This is an optimization exercise on Yosys and OpenROAD, whose aim is small area, a short achievable clock period and few clock cycles, not a production implementation. In this exercise RTL edits were held to simulation tests only and were not proved equivalent to the original. Power and IR drop assume default switching activity.

before:
==> flow/design.v (excerpt) <==
module rs485_frame_asm (
    input  wire         clk,
    input  wire         rst,
    input  wire [255:0] addr_map,
    input  wire         in_valid,
    input  wire [7:0]   in_data,
    output wire         in_ready,
    output wire         out_valid,
    output wire [7:0]   out_data,
    output wire         out_last,
    input  wire         out_ready,
    output wire         idle
);
==> flow/config.mk <==
export PLATFORM = sky130hd
export DESIGN_NAME = rs485_frame_asm
export DESIGN_NICKNAME = rs485_frame_asm
export VERILOG_FILES = /design/flow/design.v
export SDC_FILE = /design/flow/constraint.sdc
export NUM_CORES = 8
export LEC_CHECK = 0
export ABC_AREA = 1
export CAP_MARGIN = 20
export CORE_MARGIN = 2
export CORE_UTILIZATION = 60
export CTS_CLUSTER_DIAMETER = 80
export CTS_CLUSTER_SIZE = 24
export PLACE_DENSITY = 0.7
export SLEW_MARGIN = 20
export SYNTH_MEMORY_MAX_BITS = 4096
==> flow/constraint.sdc <==
create_clock -name core_clock -period 12.0 [get_ports {clk}]
set_input_delay 2.4000 -clock core_clock [delete_from_list [all_inputs] [get_ports {clk}]]
set_output_delay 2.4000 -clock core_clock [all_outputs]
set_load 0.01 [all_outputs]
standard.sh (not shown) runs the stock make flow with config.mk's settings and CLKGATE_MAP_FILE= SYNTH_SCRIPT=/design/flow/synth_recipe.tcl, a recipe that flattens the netlist after the stock synthesis.
==> flow/flow/run.sh <==
#!/bin/bash
set -euo pipefail
bash standard.sh SETUP_SLACK_MARGIN=8.25 \
  "BUFFER_PORTS_ARGS=-buffer_cell sky130_fd_sc_hd__buf_1" \
  "CTS_ARGS=-sink_clustering_enable -repair_clock_nets -sink_clustering_size 16 -sink_clustering_max_diameter 60 -dont_use_dummy_load -buf_list sky130_fd_sc_hd__clkbuf_8" \
  finish > standard_flow.log 2>&1
before: full flow OK, the timing, DRC and antenna checks passed
Testbench counts of before, summed over its fixed seeds: cycles 17,045.
For after, these inputs were changed with respect to before:
--- a/flow/design.v
+++ b/flow/design.v
@@ -7,21 +7,21 @@
     output wire         in_ready,
     output wire         out_valid,
     output wire [7:0]   out_data,
     output wire         out_last,
     input  wire         out_ready,
     output wire         idle
 );
     localparam integer R  = 264;         
     localparam integer TD = 3;           
     localparam integer NT = R >> TD;
-    localparam integer K  = 3;           
+    localparam integer K  = 2;           
     localparam [8:0]   RM = 9'd263;
     function [15:0] crcstep;
         input [15:0] c;
         input [7:0]  b;
         integer i;
         reg [15:0] r;
         begin
             r = c ^ {8'h00, b};
             for (i = 0; i < 8; i = i + 1)
                 r = r[0] ? ((r >> 1) ^ 16'hA001) : (r >> 1);
Results
Going from before to after, synthesized cell count shrinks by about 4.7%. On after: non-clock buffer count is about 5.4% lower than what before gave. Summary of after over before: count of cells along the worst register-to-register path decreased 1, number of clock buffers inserted by TritonCTS shows a reduction of 5. Diff before -> after: share of layout cells above drive strength 1 has decreased, power share of the clock group increased 0.3 points, buffers inserted during post-CTS setup optimization grew by 5, number of enable-type register cells in the synthesized netlist now smaller. Number of cells in the finished layout apart from fillers in after is 4.8% below before.
Testbench counts of after, summed over its fixed seeds: cycles 17,285.

---

Setup of oak:
Another version of the RTL of rs485_frame_asm (not shown whole).
Size in the first run: ~2800 flip-flops, roughly 280 I/O pins, ~0.080 sq mm of cells after synthesis.
export LEC_CHECK = 0
export ABC_AREA = 1
export CAP_MARGIN = 20
export CORE_MARGIN = 2
export CORE_UTILIZATION = 60
export CTS_CLUSTER_DIAMETER = 80
export CTS_CLUSTER_SIZE = 24
export PLACE_DENSITY = 0.7
export SLEW_MARGIN = 20
export SYNTH_MEMORY_MAX_BITS = 4096
create_clock -name core_clock -period 12.0 [get_ports {clk}]
==> flow/flow/run.sh <==
#!/bin/bash
set -euo pipefail
bash standard.sh SETUP_SLACK_MARGIN=8.5 \
  "BUFFER_PORTS_ARGS=-buffer_cell sky130_fd_sc_hd__buf_1" \
  "CTS_ARGS=-sink_clustering_enable -repair_clock_nets -sink_clustering_size 16 -sink_clustering_max_diameter 60 -dont_use_dummy_load -buf_list sky130_fd_sc_hd__clkbuf_8" \
  finish > standard_flow.log 2>&1
oak ran to completion and came out clean on the timing, DRC and antenna checks.
Testbench counts of oak, summed over its fixed seeds: cycles 17,077.
> inputs changed (oak -> pine)
--- a/flow/design.v
+++ b/flow/design.v
@@ -8,19 +8,19 @@
     output wire         out_valid,
     output wire [7:0]   out_data,
     output wire         out_last,
     input  wire         out_ready,
     output wire         idle
 );
     localparam integer R  = 264;         
     localparam integer TD = 3;           
     localparam integer NT = R >> TD;
-    localparam integer K  = 3;           
+    localparam integer K  = 2;           
     localparam [8:0]   RM = 9'd263;
     function [15:0] crcstep;
         input [15:0] c;
         input [7:0]  b;
         integer i;
         reg [15:0] r;
         begin
             r = c ^ {8'h00, b};
             for (i = 0; i < 8; i = i + 1)
@@ -183,20 +183,23 @@
             for (j = 0; j < K; j = j + 1)
                 if (j != k && e_pass[j] && older[j*K+k]) p1_oh[k] = 1'b0;
         end
         for (k = 0; k < K; k = k + 1) begin
             p2_oh[k] = e_pass[k] & ~p1_oh[k];
             for (j = 0; j < K; j = j + 1)
                 if (j != k && e_pass[j] && !p1_oh[j] && older[j*K+k]) p2_oh[k] = 1'b0;
         end
         p1_v = |p1_oh; p2_v = |p2_oh;
-        p1_i = p1_oh[1] ? 2'd1 : p1_oh[2] ? 2'd2 : 2'd0;
-        p2_i = p2_oh[1] ? 2'd1 : p2_oh[2] ? 2'd2 : 2'd0;
+        p1_i = 2'd0; p2_i = 2'd0;
+        for (k = 0; k < K; k = k + 1) begin
+            if (p1_oh[k]) p1_i = k[1:0];
+            if (p2_oh[k]) p2_i = k[1:0];
+        end
     end
     reg [K-1:0] nw_p1, nw_p2;     
     always @(*) begin
         for (k = 0; k < K; k = k + 1) begin
             nw_p1[k] = (k[1:0] != p1_i) & older[p1_i*K+k];
             nw_p2[k] = (k[1:0] != p2_i) & older[p2_i*K+k];
         end
     end
     wire p1_host  = ehv[p1_i];
### Flow results
pine has completed all stages; timing, DRC and antenna checks passed.
pine vs oak, via count of the first global-routing pass went down by 5.4%.
Post-layout minimum cycle time, pine and oak: higher on oak
When pine is set beside oak, its wire length of the first global-routing pass turns out to be about 6.5% smaller.
Layout-stage area growth over the synthesis result down 0.41 points in pine wrt oak
[compare] base=oak new=pine: data arrival time at the worst-slack endpoint -20 ps; remaining max-slew budget at the tightest pin went up; floorplan die height -1.8%; wire length has decreased.
Testbench counts of pine, summed over its fixed seeds: cycles 17,581.

port drivers added, routing unchanged:
Ports are ideal in the flow. The routed layouts listed here were re-timed in OpenROAD.
Step 1 (the two cells are an assumption about what drives the block):
set clk [get_ports {clk}]
set_driving_cell -lib_cell sky130_fd_sc_hd__clkbuf_16 $clk
set_driving_cell -lib_cell sky130_fd_sc_hd__buf_2 [delete_from_list [all_inputs] $clk]
Step 2, shift: input delay + t, output delay - t, t = (earliest + latest rising clock arrival at the registers) / 2. This alone moves slack from input paths to output paths.
Three values: ideal, step 1, step 2; two values: the first two.
| run | shift t [ns] | slack for setup (ns) | hold slack, ns |
|---|---|---|---|
| before | 0.917 | 8.199 / 8.128 / 7.420 | 0.263 / 0.263 / 0.263 |
| after | 0.935 | 8.155 / 8.085 / 7.437 | 0.230 / 0.230 / 0.230 |
| oak | 0.966 | 8.153 / 8.082 / 7.568 | 0.268 / 0.268 / 0.268 |
| pine | 0.956 | 8.168 / 8.098 / 7.646 | 0.275 / 0.275 / 0.275 |
After both steps every run listed still meets setup and hold. For before, which loses most, drivers alone change the setup slack by -0.071 ns; drivers and shift together by -0.779 ns.
